From an optimization exercise on the open Yosys and OpenROAD flow, aimed at small area, a short achievable clock period and few clock cycles; shortcuts taken in it are not production practice.
At most, simulation tests tie the RTL to the original design; equivalence was not proved.

==> inputs of delta <==
Design jbd_bms_parser, start of the top module:
module jbd_bms_parser (
    input  wire        clk,
    input  wire        rst,         
    input  wire        cmd_valid,
    input  wire [15:0] cmd_word,
    output wire        cmd_ready,
    input  wire [11:0] rd_addr,
    output wire [31:0] rd_data
);
    localparam [7:0] OP_NOP      = 8'h00,
                     OP_CLEAR    = 8'h01,
                     OP_PUSH     = 8'h02,
                     OP_VALIDATE = 8'h03,
                     OP_DECODE   = 8'h04,
                     OP_PARSE    = 8'h05;
    localparam [3:0] R_OK           = 4'h0,
                     R_INCOMPLETE   = 4'h1,
                     R_BAD_START    = 4'h2,
                     R_BAD_END      = 4'h3,
                     R_LEN_MISMATCH = 4'h4,
                     R_DEV_STATUS   = 4'h5,
                     R_UNKNOWN_TYPE = 4'h6,
                     R_CSUM         = 4'h7,
                     R_UNSUPPORTED  = 4'h8,
                     R_REC_SIZE     = 4'h9,
                     R_NOT_VALID    = 4'hA,
                     R_ILLEGAL      = 4'hB;
    localparam [1:0] ST_NONE = 2'd0, ST_VALIDATE = 2'd1, ST_DECODE = 2'd2, ST_COMMAND = 2'd3;
    localparam [1:0] T_NONE  = 2'd0, T_BASIC     = 2'd1, T_CELLS   = 2'd2, T_UNKNOWN  = 2'd3;
    localparam NSTAT = 64;         
    localparam NRING = 12;         
    localparam CAP_SIZE = 262;
    reg [7:0]  sbuf [0:NSTAT-1];         
    reg [7:0]  hbuf [0:5];               
    reg [7:0]  ring [0:NRING*16-1];      
    reg [3:0]  phase;
    reg        ready_q;
    reg [15:0] cap_len;
    reg [7:0]  last_byte;
    reg [7:0]  prev1, prev2;    
    reg [15:0] sum3;            
    reg [3:0]  result;
    reg [1:0]  res_stage;
    reg [15:0] diag_obs;
    reg        exp_basic;       
    reg        frame_valid;
    reg [1:0]  rtype;
    reg        hdr_ok;          
    reg [15:0] csum_rx;
    reg [15:0] csum_calc;
    reg [1:0]  rec_kind;
    reg [1:0]  bi_tc;           
    wire [7:0] type_code  = hdr_ok ? sbuf[1] : 8'h00;
    wire [7:0] dev_status = hdr_ok ? sbuf[2] : 8'h00;
    wire [7:0] pay_len    = hdr_ok ? sbuf[3] : 8'h00;
    assign cmd_ready = ready_q;
    wire [7:0] op  = cmd_word[15:8];
    wire [7:0] arg = cmd_word[7:0];
    wire       take = cmd_valid && ready_q;
    wire is_nop   = (op == OP_NOP)      && (arg == 8'h00);
    wire is_clear = (op == OP_CLEAR)    && (arg == 8'h00);
    wire is_push  = (op == OP_PUSH);
  ...
export LEC_CHECK = 0
export ABC_AREA = 0
export CAP_MARGIN = 20
export CORE_MARGIN = 2
export CORE_UTILIZATION = 55
export CTS_CLUSTER_DIAMETER = 80
export CTS_CLUSTER_SIZE = 20
export PLACE_DENSITY = 0.7
export SETUP_SLACK_MARGIN = 4.0
export SLEW_MARGIN = 20
export SYNTH_HIERARCHICAL = 1
create_clock -name core_clock -period 10.0 [get_ports {clk}]
run.sh (not shown) runs the stock make flow with config.mk's settings and CLKGATE_MAP_FILE= SYNTH_SCRIPT=/design/flow/synth_recipe.tcl, a recipe that flattens the netlist after the stock synthesis.
==> quartz: changes against delta <==
--- a/flow/design.v
+++ b/flow/design.v
@@ -241,10 +241,22 @@
     function [15:0] be16;
         input integer k;
         be16 = {sbuf[k], sbuf[k + 1]};
     endfunction
     wire [2:0] cv_count   = sbuf[3][3:1];    
+    reg [15:0] cells_csum;
+    always @(*) begin
+        case (cv_count)
+            3'd0:    cells_csum = be16(4);
+            3'd1:    cells_csum = be16(6);
+            3'd2:    cells_csum = be16(8);
+            3'd3:    cells_csum = be16(10);
+            3'd4:    cells_csum = be16(12);
+            3'd5:    cells_csum = be16(14);
+            default: cells_csum = be16(16);
+        endcase
+    end
     reg [15:0] diag_exp;
     always @(*) begin
         case (result)
             R_INCOMPLETE:   diag_exp = 16'd7;
             R_BAD_START:    diag_exp = 16'h00DD;
@@ -305,11 +317,11 @@
         rcond[6'h30] = cv;
         for (a = 0; a < 6; a = a + 1) begin
             regv[6'h31 + a]  = {16'h0, be16(4 + 2*a)};
             rcond[6'h31 + a] = cv && (cv_count > a);
         end
-        regv[6'h37] = {16'h0, csum_rx};
+        regv[6'h37] = {16'h0, cells_csum};
         rcond[6'h37] = cv;
     end
     wire        c_win, c_hi, c_reg;
     wire [15:0] dlo, dhi;
     rd_addr_dec u_dec (.rd_addr(rd_addr), .c_win(c_win), .c_hi(c_hi), .c_reg(c_reg),
@@ -372,71 +384,58 @@
     assign c_win = top0 && (rd_addr[9:8] == 2'b01);
     assign c_hi  = top0 && (rd_addr[9:8] == 2'b10) && (rd_addr[7:3] == 5'd0);
     assign dlo   = 16'h0001 << rd_addr[3:0];
     assign dhi   = 16'h0001 << rd_addr[7:4];
 endmodule
-module rd_or (
-    input  wire        c_win,
-    input  wire        c_hi,
-    input  wire        c_reg,
-    input  wire [7:0]  ws,
-    input  wire [7:0]  wr,
-    input  wire [7:0]  wh,
-    input  wire [31:0] rw,
-    output wire [31:0] y
-);
-    assign y = {{24{c_reg}} & rw[31:8],
-                ({8{c_reg}} & rw[7:0]) | ({8{c_win}} & (ws | wr)) | ({8{c_hi}} & wh)};
-endmodule
-module aoi22m (
-    input  wire s0,
-    input  wire d0,
-    input  wire s1,
-    input  wire d1,
-    output wire z
-);
-    assign z = ~((s0 & d0) | (s1 & d1));
-endmodule
-module aorx8 #(parameter P = 2) (
-    input  wire [16*P-1:0] d,
-    input  wire [2*P-1:0]  sel,
-    output wire [7:0]      y
-);
-    genvar b, p;
-    generate
-        for (b = 0; b < 8; b = b + 1) begin : g_b
-            wire [P-1:0] z;
-            for (p = 0; p < P; p = p + 1) begin : g_p
-                aoi22m u (.s0(sel[2*p]), .d0(d[16*p + b]), .s1(sel[2*p + 1]), .d1(d[16*p + 8 + b]), .z(z[p]));
-            end
-            assign y[b] = ~&z;
-        end
-    endgenerate
-endmodule
 module aor4x8 (
     input  wire [31:0] d,
     input  wire [3:0]  sel,
     output wire [7:0]  y
 );
-    aorx8 #(.P(2)) u (.d(d), .sel(sel), .y(y));
+    assign y = ({8{sel[0]}} & d[7:0])   | ({8{sel[1]}} & d[15:8]) |
+               ({8{sel[2]}} & d[23:16]) | ({8{sel[3]}} & d[31:24]);
 endmodule
 module aor6x8 (
     input  wire [47:0] d,
     input  wire [5:0]  sel,
     output wire [7:0]  y
 );
-    aorx8 #(.P(3)) u (.d(d), .sel(sel), .y(y));
+    assign y = ({8{sel[0]}} & d[7:0])   | ({8{sel[1]}} & d[15:8]) |
+               ({8{sel[2]}} & d[23:16]) | ({8{sel[3]}} & d[31:24]) |
+               ({8{sel[4]}} & d[39:32]) | ({8{sel[5]}} & d[47:40]);
 endmodule
 module aor12x8 (
     input  wire [95:0] d,
     input  wire [11:0] sel,
     output wire [7:0]  y
 );
-    aorx8 #(.P(6)) u (.d(d), .sel(sel), .y(y));
+    wire [7:0] y0, y1, y2;
+    aor4x8 u0 (.d(d[31:0]),  .sel(sel[3:0]),  .y(y0));
+    aor4x8 u1 (.d(d[63:32]), .sel(sel[7:4]),  .y(y1));
+    aor4x8 u2 (.d(d[95:64]), .sel(sel[11:8]), .y(y2));
+    assign y = y0 | y1 | y2;
 endmodule
 module aor16x8 (
     input  wire [127:0] d,
     input  wire [15:0]  sel,
     output wire [7:0]   y
 );
-    aorx8 #(.P(8)) u (.d(d), .sel(sel), .y(y));
+    wire [7:0] y0, y1, y2, y3;
+    aor4x8 u0 (.d(d[31:0]),   .sel(sel[3:0]),   .y(y0));
+    aor4x8 u1 (.d(d[63:32]),  .sel(sel[7:4]),   .y(y1));
+    aor4x8 u2 (.d(d[95:64]),  .sel(sel[11:8]),  .y(y2));
+    aor4x8 u3 (.d(d[127:96]), .sel(sel[15:12]), .y(y3));
+    assign y = y0 | y1 | y2 | y3;
+endmodule
+module rd_or (
+    input  wire        c_win,
+    input  wire        c_hi,
+    input  wire        c_reg,
+    input  wire [7:0]  ws,
+    input  wire [7:0]  wr,
+    input  wire [7:0]  wh,
+    input  wire [31:0] rw,
+    output wire [31:0] y
+);
+    assign y = {{24{c_reg}} & rw[31:8],
+                ({8{c_reg}} & rw[7:0]) | ({8{c_win}} & (ws | wr)) | ({8{c_hi}} & wh)};
 endmodule
Settings changed: ABC_AREA 0 to 1, CTS_CLUSTER_DIAMETER 80 to 60, CTS_CLUSTER_SIZE 20 to 30, SYNTH_HIERARCHICAL 1 to unset.
==> reports/metrics.cfg <==
[placement]
post-dp-hpwl_mm = 185

[pwr]
netSwitchingPower_w = 0.00349
power_density_nw_per_um2 = 170

[finish]
fin_nets = 6138
drive_above_1_share_pct = 34.0
area_growth_pct = 14.9
comb.multi_input.count = 3274
fillers = 10783

[sta]
fmaxAchievable_ghz = 0.141
relSlewSlack_pct = 19.9

[detailed_routing]
routed-wl-met3_mm = 27.8
drt-met1-wl_mm = 110

[critical_path]
crit_fanout = 4
worstPathCellList = buf_16 -> nand2b_4 -> nor3_4 -> buf_12 -> a222oi_1 -> nor2_1 -> a2111oi_2 -> nand4_1 -> a2111o_1 -> a22oi_2 -> nand2_2 -> buf_6

[synth]
syn_nets = 5743
synth_xor_xnor_area_share_pct = 0.720
post_synth_main_area_contributors = dfxtp_1 41%, edfxtp_1 22%, a22oi_2 19%, nand2_1 1.8%, and4_1 1.5%

[outcome]
status = timing/DRC/antenna clean

[clocking]
cts_resized = 388

[floorplanning]
die_h_um = 384

-- figures above: delta

==> reports/metrics.cfg <==
[synth]
post_synth_main_area_contributors = dfxtp_1 43%, edfxtp_1 23%, nand2_1 9.9%, a21oi_1 2.7%, inv_1 2.5%
synth_xor_xnor_area_share_pct = 0.297
syn_nets = 7647

[finish]
comb.multi_input.count = 4501
fillers = 10641

[clocking]
cts_resized = 735

[detailed_routing]
routed-wl-met3_mm = 43.4

[placement]
post-dp-hpwl_mm = 243

[pwr]
power_density_nw_per_um2 = 180

[critical_path]
worstPathCellList = buf_12 -> inv_8 -> nor2_4 -> nand2_4 -> buf_12 -> buf_6 -> buf_16 -> o22ai_1 -> a21oi_2 -> a21oi_1 -> nor4_1 -> nand4_1 -> o21ai_1 -> nand3_2 -> buf_6

[floorplanning]
die_h_um = 376

[outcome]
status = timing/DRC/antenna clean

-- figures above: quartz

Testbench counts of quartz, summed over its fixed seeds: cycles 10,075.
No functional check of the RTL was part of delta.

## re-timing with driven ports
Ports are ideal in the flow. The routed layouts listed here were re-timed in OpenROAD. Step 1 sets driving cells, clkbuf_16 on the clock port and buf_2 on the other inputs (assumed; they add their load-dependent delay and slew). Step 2 adds t to the input delays and takes it off the output delays; t is the mean of the earliest and latest rising clock arrival at the registers after step 1. Input paths then give back, and output paths get back, about the clock's delay inside the block. a / b / c = no drivers / after step 1 / after step 2; a / b = the first two.
run | shift t [ns] | setup WS [ns] | hold WS [ns] | worst slew at a driven data input, ns | cell pins on the clock port's net
delta | 0.891 | 2.909 / 2.758 / 2.758 | 0.351 / 0.351 / 0.351 | 0.22 | 1
quartz | 0.897 | 2.985 / 2.891 / 2.891 | 0.337 / 0.337 / 0.337 | 0.16 | 1
After both steps setup and hold are still met in every run listed. The setup slack of delta, which loses most, moves by -0.151 ns with the drivers and by -0.151 ns with both steps.
